Background: an optimization exercise with open tools, aiming at a short achievable clock period and few clock cycles. Do not read the settings as production practice. In this exercise RTL edits were held to simulation tests only and were not proved equivalent to the original. No activity file was given, so power comes from the tool's default toggle rates.

--- design/flow/design.v ---
module emu_core (
    input  wire        clk,
    input  wire        rst,
    input  wire        go,
    output wire        idle,
    output wire        halted,
    output reg         bp_hit,
    output reg         fault_oob,
    output reg         fault_wide,
    output reg  [63:0] fault_addr,
    output reg  [63:0] pc,
    output reg  [3:0]  nzcv,
    input  wire        host_reg_we,
    input  wire [4:0]  host_reg_idx,
    input  wire [63:0] host_reg_wdata,
    input  wire        host_pc_we,
    input  wire [63:0] host_pc_wdata,
    input  wire        bp_we,
    input  wire [1:0]  bp_sel,
    input  wire        bp_en,
    input  wire [63:0] bp_addr,
    input  wire [4:0]  dbg_idx,
    output wire [63:0] dbg_rdata,
    output reg         mem_req,
    output reg         mem_we,
    output reg         mem_wide,
    output reg  [15:0] mem_addr,
    output reg  [63:0] mem_wdata,
    input  wire        mem_ready,
    input  wire [63:0] mem_rdata
);
    localparam [64:0] MEM_SIZE = 65'h10000;
    localparam [1:0] S_IDLE  = 2'd0,
                     S_FETCH = 2'd1,
                     S_EXEC  = 2'd2,
                     S_MEM   = 2'd3;
    reg [1:0]  state;
    reg        running;
    reg [31:0] ir;
    reg [15:0] ls_ea;
    reg [63:0] ls_wdata;
    reg        ls_load;
    reg [4:0]  ls_rt;
    reg        ls_skip_rt;
    reg [63:0] bp_addr_r [0:3];
    reg [3:0]  bp_en_r;
    reg [63:0] xreg [0:30];
    assign idle   = (state == S_IDLE);
    assign halted = ~running;
    function [63:0] rd_reg;
        input [4:0] idx;
        begin
            if (idx == 5'd31)
                rd_reg = 64'd0;
            else
                rd_reg = xreg[idx];
        end
    endfunction
    wire [64:0] fetch_end = {1'b0, pc} + 65'd4;
    wire        fetch_oob = fetch_end > MEM_SIZE;
    reg bp_match;
    integer b;
    always @(*) begin
        bp_match = 1'b0;
        for (b = 0; b < 4; b = b + 1)
            if (bp_en_r[b] && bp_addr_r[b] == pc)
                bp_match = 1'b1;
    end
    wire [2:0] sel = ir[31:29];
    wire [2:0] cls = ir[28:26];
    wire [4:0] f_rd = ir[4:0];
    wire [4:0] f_rn = ir[9:5];
    wire [4:0] f_rm = ir[20:16];
    wire is_r  = (cls == 3'b010);
    wire is_i  = (cls == 3'b100);
    wire is_br = (cls == 3'b101);
    wire is_ls = (cls == 3'b110);
    wire r_ok  = is_r && (sel <= 3'd4) && (ir[25:24] == 2'b00) && !ir[21] && (ir[15:10] == 6'd0);
    wire i_ok  = is_i && (sel <= 3'd3) && (ir[25:22] == 4'd0);
    wire ls_ok = is_ls && (ir[30:29] != 2'b11);
    wire op_b    = is_br && (sel == 3'd0);
    wire op_bl   = is_br && (sel == 3'd1);
    wire op_breg = is_br && (sel == 3'd2 || sel == 3'd3 || sel == 3'd4);
    wire op_blr  = is_br && (sel == 3'd3);
    wire op_cbz  = is_br && (sel == 3'd5);
    wire op_cbnz = is_br && (sel == 3'd6);
    wire breg_ok = op_breg && (ir[25:10] == 16'd0) && (ir[4:0] == 5'd0);
    wire cb_ok   = (op_cbz || op_cbnz) && (ir[25:24] == 2'b00);
    wire br_ok   = op_b || op_bl || breg_ok || cb_ok;
    wire valid = r_ok || i_ok || ls_ok || br_ok;
    wire [4:0] idx_a = idle ? dbg_idx :
                       (op_breg && sel == 3'd4 && f_rn == 5'd0) ? 5'd30 : f_rn;
    wire [4:0] idx_b = is_r ? f_rm : f_rd;
    wire [63:0] ra = rd_reg(idx_a);
    wire [63:0] rb = rd_reg(idx_b);
    assign dbg_rdata = ra;
    wire [63:0] imm12 = {{52{ir[21]}}, ir[21:10]};
    wire [63:0] imm16 = {{48{ir[25]}}, ir[25:10]};
    wire [63:0] imm26 = {{36{ir[25]}}, ir[25:0], 2'b00};
    wire [63:0] imm19 = {{43{ir[23]}}, ir[23:5], 2'b00};
    wire [63:0] opb = is_r ? (rb << ir[23:22]) : imm12;
    wire alu_add = (is_r && sel == 3'd3) || (is_i && sel == 3'd0);
    wire alu_sub = (is_r && sel == 3'd2) || (is_i && sel == 3'd1);
    wire alu_and = (is_r && sel == 3'd0) || (is_i && sel == 3'd2);
    wire alu_orr = (is_r && sel == 3'd4) || (is_i && sel == 3'd3);
    wire [63:0] addend = alu_sub ? ~opb : opb;
    wire [64:0] usum   = {1'b0, ra} + {1'b0, addend} + {64'd0, alu_sub};
    wire [63:0] sum    = usum[63:0];
    wire        flag_n = sum[63];
    wire        flag_z = (sum == 64'd0);
    wire        flag_c = usum[64];
    wire        flag_v = (ra[63] == addend[63]) && (sum[63] != ra[63]);
    reg [63:0] alu_res;
    always @(*) begin
        if (alu_add || alu_sub)
            alu_res = sum;
        else if (alu_and)
            alu_res = ra & opb;
        else if (alu_orr)
            alu_res = ra | opb;
        else  
            alu_res = ra ^ opb;
    end
    wire [63:0] pc_plus4 = pc + 64'd4;
    wire [63:0] rel_tgt  = pc + ((op_b || op_bl) ? imm26 : imm19);
    wire        rb_zero  = (rb == 64'd0);
    wire        cb_taken = (op_cbz && rb_zero) || (op_cbnz && !rb_zero);
    wire        taken    = op_b || op_bl || op_breg || cb_taken;
    wire        x_ok     = !bp_match && !fetch_oob;       
    reg [63:0] next_pc;
    always @(*) begin
        if (op_b || op_bl)
            next_pc = rel_tgt;
        else if (op_breg)
            next_pc = ra;
        else if ((op_cbz && rb_zero) || (op_cbnz && !rb_zero))
            next_pc = rel_tgt;
        else
            next_pc = pc_plus4;
    end
    wire        ls_pre   = (ir[30:29] == 2'b01);
    wire        ls_post  = (ir[30:29] == 2'b10);
    wire [63:0] ls_sum   = ra + imm16;
    wire [63:0] ls_addr  = ls_post ? ra : ls_sum;
    wire [64:0] ls_end   = {1'b0, ls_addr} + 65'd8;
    wire        ls_oob   = ls_end > MEM_SIZE;
    wire        ls_wback = ls_pre || ls_post;
    reg        wr_en;
    reg [4:0]  wr_idx;
    reg [63:0] wr_data;
    always @(*) begin
        wr_en   = 1'b0;
        wr_idx  = 5'd0;
        wr_data = 64'd0;
        case (state)
            S_IDLE: begin
                wr_en   = host_reg_we;
                wr_idx  = host_reg_idx;
                wr_data = host_reg_wdata;
            end
            S_EXEC: begin
                if (valid && x_ok) begin
                    if (r_ok || i_ok) begin
                        wr_en   = 1'b1;
                        wr_idx  = f_rd;
                        wr_data = alu_res;
                    end else if (op_bl || (breg_ok && op_blr)) begin
                        wr_en   = 1'b1;
                        wr_idx  = 5'd30;
                        wr_data = pc_plus4;
                    end else if (ls_ok && !ls_oob && ls_wback) begin
                        wr_en   = 1'b1;
                        wr_idx  = f_rn;
                        wr_data = ls_sum;
                    end
                end
            end
            S_MEM: begin
                if (mem_ready && ls_load && !ls_skip_rt) begin
                    wr_en   = 1'b1;
                    wr_idx  = ls_rt;
                    wr_data = mem_rdata;
                end
            end
            default: ;
        endcase
    end
    integer i;
    always @(posedge clk) begin
        if (rst) begin
            for (i = 0; i < 31; i = i + 1)
                xreg[i] <= 64'd0;
        end else if (wr_en && wr_idx != 5'd31) begin
            xreg[wr_idx] <= wr_data;
        end
    end
    always @(*) begin
        mem_req   = 1'b0;
        mem_we    = 1'b0;
        mem_wide  = 1'b0;
        mem_addr  = 16'd0;
        mem_wdata = 64'd0;
        if (state == S_FETCH && running && !bp_match && !fetch_oob) begin
            mem_req  = 1'b1;
            mem_addr = pc[15:0];
        end else if (state == S_EXEC && valid && !ls_ok && x_ok) begin
            mem_req  = 1'b1;
            mem_addr = pc_plus4[15:0];
        end else if (state == S_MEM) begin
            mem_req   = 1'b1;
            mem_we    = !ls_load;
            mem_wide  = 1'b1;
            mem_addr  = ls_ea;
            mem_wdata = ls_wdata;
        end
    end
    integer k;
    always @(posedge clk) begin
        if (rst) begin
            state      <= S_IDLE;
            running    <= 1'b1;
            pc         <= 64'd0;
            nzcv       <= 4'd0;
            bp_hit     <= 1'b0;
            fault_oob  <= 1'b0;
            fault_wide <= 1'b0;
            fault_addr <= 64'd0;
            ir         <= 32'd0;
            ls_ea      <= 16'd0;
            ls_wdata   <= 64'd0;
            ls_load    <= 1'b0;
            ls_rt      <= 5'd0;
            ls_skip_rt <= 1'b0;
            bp_en_r    <= 4'd0;
            for (k = 0; k < 4; k = k + 1)
                bp_addr_r[k] <= 64'd0;
        end else begin
            case (state)
                S_IDLE: begin
                    if (host_pc_we)
                        pc <= host_pc_wdata;
                    if (bp_we) begin
                        bp_en_r[bp_sel]   <= bp_en;
                        bp_addr_r[bp_sel] <= bp_addr;
                    end
                    if (go) begin
                        bp_hit <= 1'b0;
                        state  <= S_FETCH;
                    end
                end
                S_FETCH: begin
                    if (!running) begin
                        state <= S_IDLE;
                    end else if (bp_match) begin
                        bp_hit <= 1'b1;
                        state  <= S_IDLE;
                    end else if (fetch_oob) begin
                        running    <= 1'b0;
                        fault_oob  <= 1'b1;
                        fault_wide <= 1'b0;
                        fault_addr <= pc;
                        state      <= S_IDLE;
                    end else if (mem_ready) begin
                        ir    <= mem_rdata[31:0];
                        state <= S_EXEC;
                    end
                end
                S_EXEC: begin
                    if (bp_match) begin
                        bp_hit <= 1'b1;
                        state  <= S_IDLE;
                    end else if (fetch_oob) begin
                        running    <= 1'b0;
                        fault_oob  <= 1'b1;
                        fault_wide <= 1'b0;
                        fault_addr <= pc;
                        state      <= S_IDLE;
                    end else if (!valid) begin
                        running   <= 1'b0;
                        fault_oob <= 1'b0;
                        state     <= S_IDLE;
                    end else if (ls_ok) begin
                        if (ls_oob) begin
                            running    <= 1'b0;
                            fault_oob  <= 1'b1;
                            fault_wide <= 1'b1;
                            fault_addr <= ls_addr;
                            state      <= S_IDLE;
                        end else begin
                            ls_ea      <= ls_addr[15:0];
                            ls_wdata   <= rb;
                            ls_load    <= ir[31];
                            ls_rt      <= f_rd;
                            ls_skip_rt <= ls_wback && (f_rd == f_rn);
                            state      <= S_MEM;
                        end
                    end else begin
                        if (alu_add || alu_sub)
                            nzcv <= {flag_n, flag_z, flag_c, flag_v};
                        pc    <= next_pc;
                        if (!taken && mem_ready) begin
                            ir    <= mem_rdata[31:0];
                            state <= S_EXEC;
                        end else begin
                            state <= S_FETCH;
                        end
                    end
                end
                S_MEM: begin
                    if (mem_ready) begin
                        pc    <= pc_plus4;
                        state <= S_FETCH;
                    end
                end
                default: state <= S_IDLE;
            endcase
        end
    end
endmodule
--- design/flow/run.sh ---
#!/bin/bash
# synth_recipe.tcl (not shown) runs the flow's synth.tcl, then flattens the netlist and writes it again
# the make line also repeats each setting of config.mk as NAME=value (left out here)
make -C /OpenROAD-flow-scripts/flow DESIGN_CONFIG=/design/flow/config.mk WORK_HOME=/design/flow/orfs CLKGATE_MAP_FILE= SYNTH_SCRIPT=/design/flow/synth_recipe.tcl finish
--- design/flow/config.mk ---
export PLATFORM = sky130hd
export DESIGN_NAME = emu_core
export DESIGN_NICKNAME = emu_core
export VERILOG_FILES = /design/flow/design.v
export SDC_FILE = /design/flow/constraint.sdc
export NUM_CORES = 4
export LEC_CHECK = 0
export CAP_MARGIN = 20
export CORE_MARGIN = 2
export CORE_UTILIZATION = 25
export PLACE_DENSITY = 0.45
export SETUP_SLACK_MARGIN = 0.3
export SLEW_MARGIN = 20
--- design/flow/constraint.sdc ---
create_clock -name core_clock -period 14.0 [get_ports {clk}]
set_input_delay 2.8000 -clock core_clock [delete_from_list [all_inputs] [get_ports {clk}]]
set_output_delay 2.8000 -clock core_clock [all_outputs]
set_load 0.01 [all_outputs]
==> run notes <==
outcome finished clean; core footprint 640000 um2; cts bufs inserted 315; GRT Resource Usage Total 26.1%; 1st-pass router iterations 9; Post-synth EDFFs 2304; Design Area, Final 196000 um2; final setup TNS 0 ps; global placer's final weighted congestion 0.982; CTS tree done; clk root buf clkbuf_16; Main synth FF type edfxtp_1; Min Clock Period, post-route 13340 ps; Hold WC Path Type reg2reg; Final Slew Violations 0; Pint 17.1 mW; xor-xnor portion of the synthesized cell area 2.83%; initial antenna violation count 92; Cells after Synth 16800; pwr dens 146 nW/um2; GRT Residual Overflow 0; Seq/Total Area, Yosys 46.3%; total number of vias 148000; RSZ-0062 raised after global routing false; Synth Warn # 1; setup violators final 0; drt initial violations 20700; post-DP HPWL 632 mm; layer with the highest usage met2; Final Util 30.6%; Die ar. 649000 um2; Synth area leader edfxtp_1; Fin Clk Skew 97.9 ps; pin count of the biggest net entering global routing 126; Remaining DRCs 0; setup bufs post-CTS 0; Layout Cells excl Fill 26300; crit path setup slack, layout 657 ps; Critical Path Sink Type output port; Clock Power Share 30.1%; ys async rst share 0%; area delta synth->final 21.9%; leakage 71.9 nW; vias per std cell 5.64; first-pass GRT wire length 1190 mm; combinational power share 38.6%; post_cts resized 0; syn avg cell area 9.57 um2; Initial Utilization 25.1%; H-tree Lvls 5; share of layout cells above drive strength 1 14.3%; M2 GR Usage 38.9%; most frequent cells after synthesis 2990 x nand2_1, 2613 x nor2_1, 2304 x edfxtp_1, 845 x clkbuf_1, 754 x nand3_1; Req. time, crit path 11200 ps; adder and majority cell fraction of the synthesized area 2.57%; Hold Slack 488 ps; nets 18000; Syn Std Cell Area 161000 um2; Final Hold Fails 0; NetSw 11.6 mW; Tcrit/Tclk final 95.3%; worst setup path category reg2out; Critical Path AT 10540 ps; Worst Tran Pin Value 1300 ps; Max Cap Viol 0; post-synth cell types 130; Placed Instances 25700; wire per inst 33.6 um; clk latency of the worst-skew pair 1050 ps; share of the synthesized area in the top cell type 43.1%; Final Total Pwr 28.7 mW; vias in the first global route 138000; Clock Sink Count 2565; Reg clk slew, reported paths 60 ps; worst vdd ir 0.106 mV; dpl ws 587 ps; # hold bufs at CTS 0; largest family of logic cells by synthesized area simple AND/OR/NAND/NOR gates; max frequency 74.9 MHz; max_slew headroom 12.5%; Detail Route Antenna Nets 0; compound-gate portion of the synthesized area 11.9%; GR Util met1 35.1%; Die Y 805 um; multiplexer share of the synthesized area 9.95%; I/O Buffers 559; Die Width 805 um; total wire length 885 mm; count leader, synth nand2_1; simple-gate share of the synthesized area 21.5%; Synth area leaders edfxtp_1 43%, mux4_2 7.3%, nand2_1 7.0%; I/O Pins 560; CTS Buffer Depth 4; met3 usage 6.56%; row cnt 294; Sw Ratio 40.5%; placed cell area 185000 um2; CP Launch Type flop; CP max FO 64; Yosys reg bits 2565; sequential power share 31.3%
==> critical path: stages, from the launching register on <==
cell	delay, ps
dfxtp_1	960
and3_1	420
and2_0	460
nand2_1	220
nor4_1	1000
nand4_1	330
xnor2_1	1090
o2111ai_1	290
nor4_1	660
nand2_1	260
nor4bb_4	820
nand3_2	120
buf_4	390
nor2_2	470
buf_4	360
a21oi_4	70
buf_4	410
and3_1	370
clkdlybuf4s50_1	650
==> state kept, by name, indices dropped and copies added (netlist names), 2 cells and up <==
| register | flops |
|---|---|
| fault_addr | 64 |
| bp_addr_r | 256 |
| nzcv | 4 |
| ls_rt | 5 |
| ls_wdata | 64 |
| ir | 32 |
| ls_ea | 16 |
| bp_en_r | 4 |
| xreg | 2048 |
| pc | 64 |
| state | 2 |
==> placed cells by master, fill, tap and decap left out, drive strengths merged, types with 38 or more instances in the layout <==
master / Yosys / routed
nand2: 2993 / 2993
nor2: 2613 / 2613
edfxtp: 2304 / 2304
buf: 676 / 1237
nand3: 756 / 756
clkdlybuf4s50: 0 / 558
mux4: 524 / 524
a21oi: 496 / 496
and3: 435 / 435
o21ai: 406 / 406
mux2i: 390 / 390
clkbuf: 846 / 388
inv: 346 / 365
xnor2: 349 / 349
ha: 328 / 328
and2: 316 / 316
a311oi: 290 / 290
a31oi: 273 / 273
dfxtp: 261 / 261
a211oi: 204 / 204
xor2: 170 / 170
nor3: 161 / 161
clkinv: 3 / 135
nand4: 132 / 132
a21o: 121 / 121
a32oi: 121 / 121
a22oi: 107 / 107
o211ai: 107 / 107
nor4: 107 / 107
nand2b: 84 / 84
conb: 1 / 64
nor2b: 63 / 63
a221oi: 62 / 62
diode: 0 / 55
o22ai: 48 / 48
o31ai: 48 / 48
o21bai: 46 / 46
a222oi: 43 / 43
o21a: 40 / 40
or2: 38 / 38
==> kinds of logic (layout without fill, tap and decap cells) <==
kind of cell / Yosys count / count (layout)
xor+xnor: 519 / 519
fa+ha+maj: 330 / 330
buf+inv: 1871 / 2721
other cells: 1 / 119
mux: 939 / 939
flops: 2565 / 2565
simple gates: 7867 / 7867
compound gates: 2697 / 2697
==> worst paths after layout <==
check        slack (ps)  startpoint  depth (start not counted)       endpoint
max                 660       pc[6]                         18  mem_wdata[57]
min                 490     nzcv[3]                          2        nzcv[3]
min reg2reg         490     nzcv[3]                          2        nzcv[3]
max reg2reg        1340      ir[26]                         41   xreg[30][49]
==> power groups by stage <==
stage          Sequential, mW  Combinational (mW)  Clock (mW)
5_1_grt                  9.01                11.4        8.96
6_report                 8.99                11.1        8.62
2_1_floorplan            9.04                5.34           0
4_1_cts                  8.97                10.8        8.68
3_5_place_dp             9.13                10.7           0
3_3_place_gp             9.12                10.7           0
==> per-layer routing <==
metal | vias up | part of all wire (%)
met5 | - | 0.020
met3 | 1740 | 11
met2 | 8870 | 43
met4 | 28 | 6.0
li1 | 62100 | -
met1 | 75700 | 41
==> area by class of cell <==
cell class | instances | area (um2)
fillers | 66500 | 445000
multi-input cells | 12400 | 79600
flip-flops and latches | 2565 | 74400
repair buffers | 1795 | 19000
well taps | 8584 | 10700
clock buffers | 388 | 8310
clock inverters | 189 | 2170
inverters | 349 | 1310
diodes | 55 | 138
Testbench counts, summed over its fixed seeds: cycles 134,196.

[separate check: timing with driven ports]
No port has a modelled driver above. Below, the same layout with a new extraction and two added sets of constraints. Step 1 assumes that a clkbuf_16 drives the clock port and a buf_2 every other input. Step 2 moves the port delays by t, midway between the first and last clock arrival at a register: inputs arrive t later, outputs are due t later. That takes back most of the time a late clock gives input paths. a / b / c = ideal / step 1 / step 2; a / b = the first two.
t (ns): 1.131
slack for setup (ns): 0.657 / 0.529 / 0.151
slew at the worst register clock pin (ns): 0.08 / 0.08
After both steps setup and hold are still met in this run. For this run, drivers alone change the setup slack by -0.128 ns; drivers and shift together by -0.506 ns.
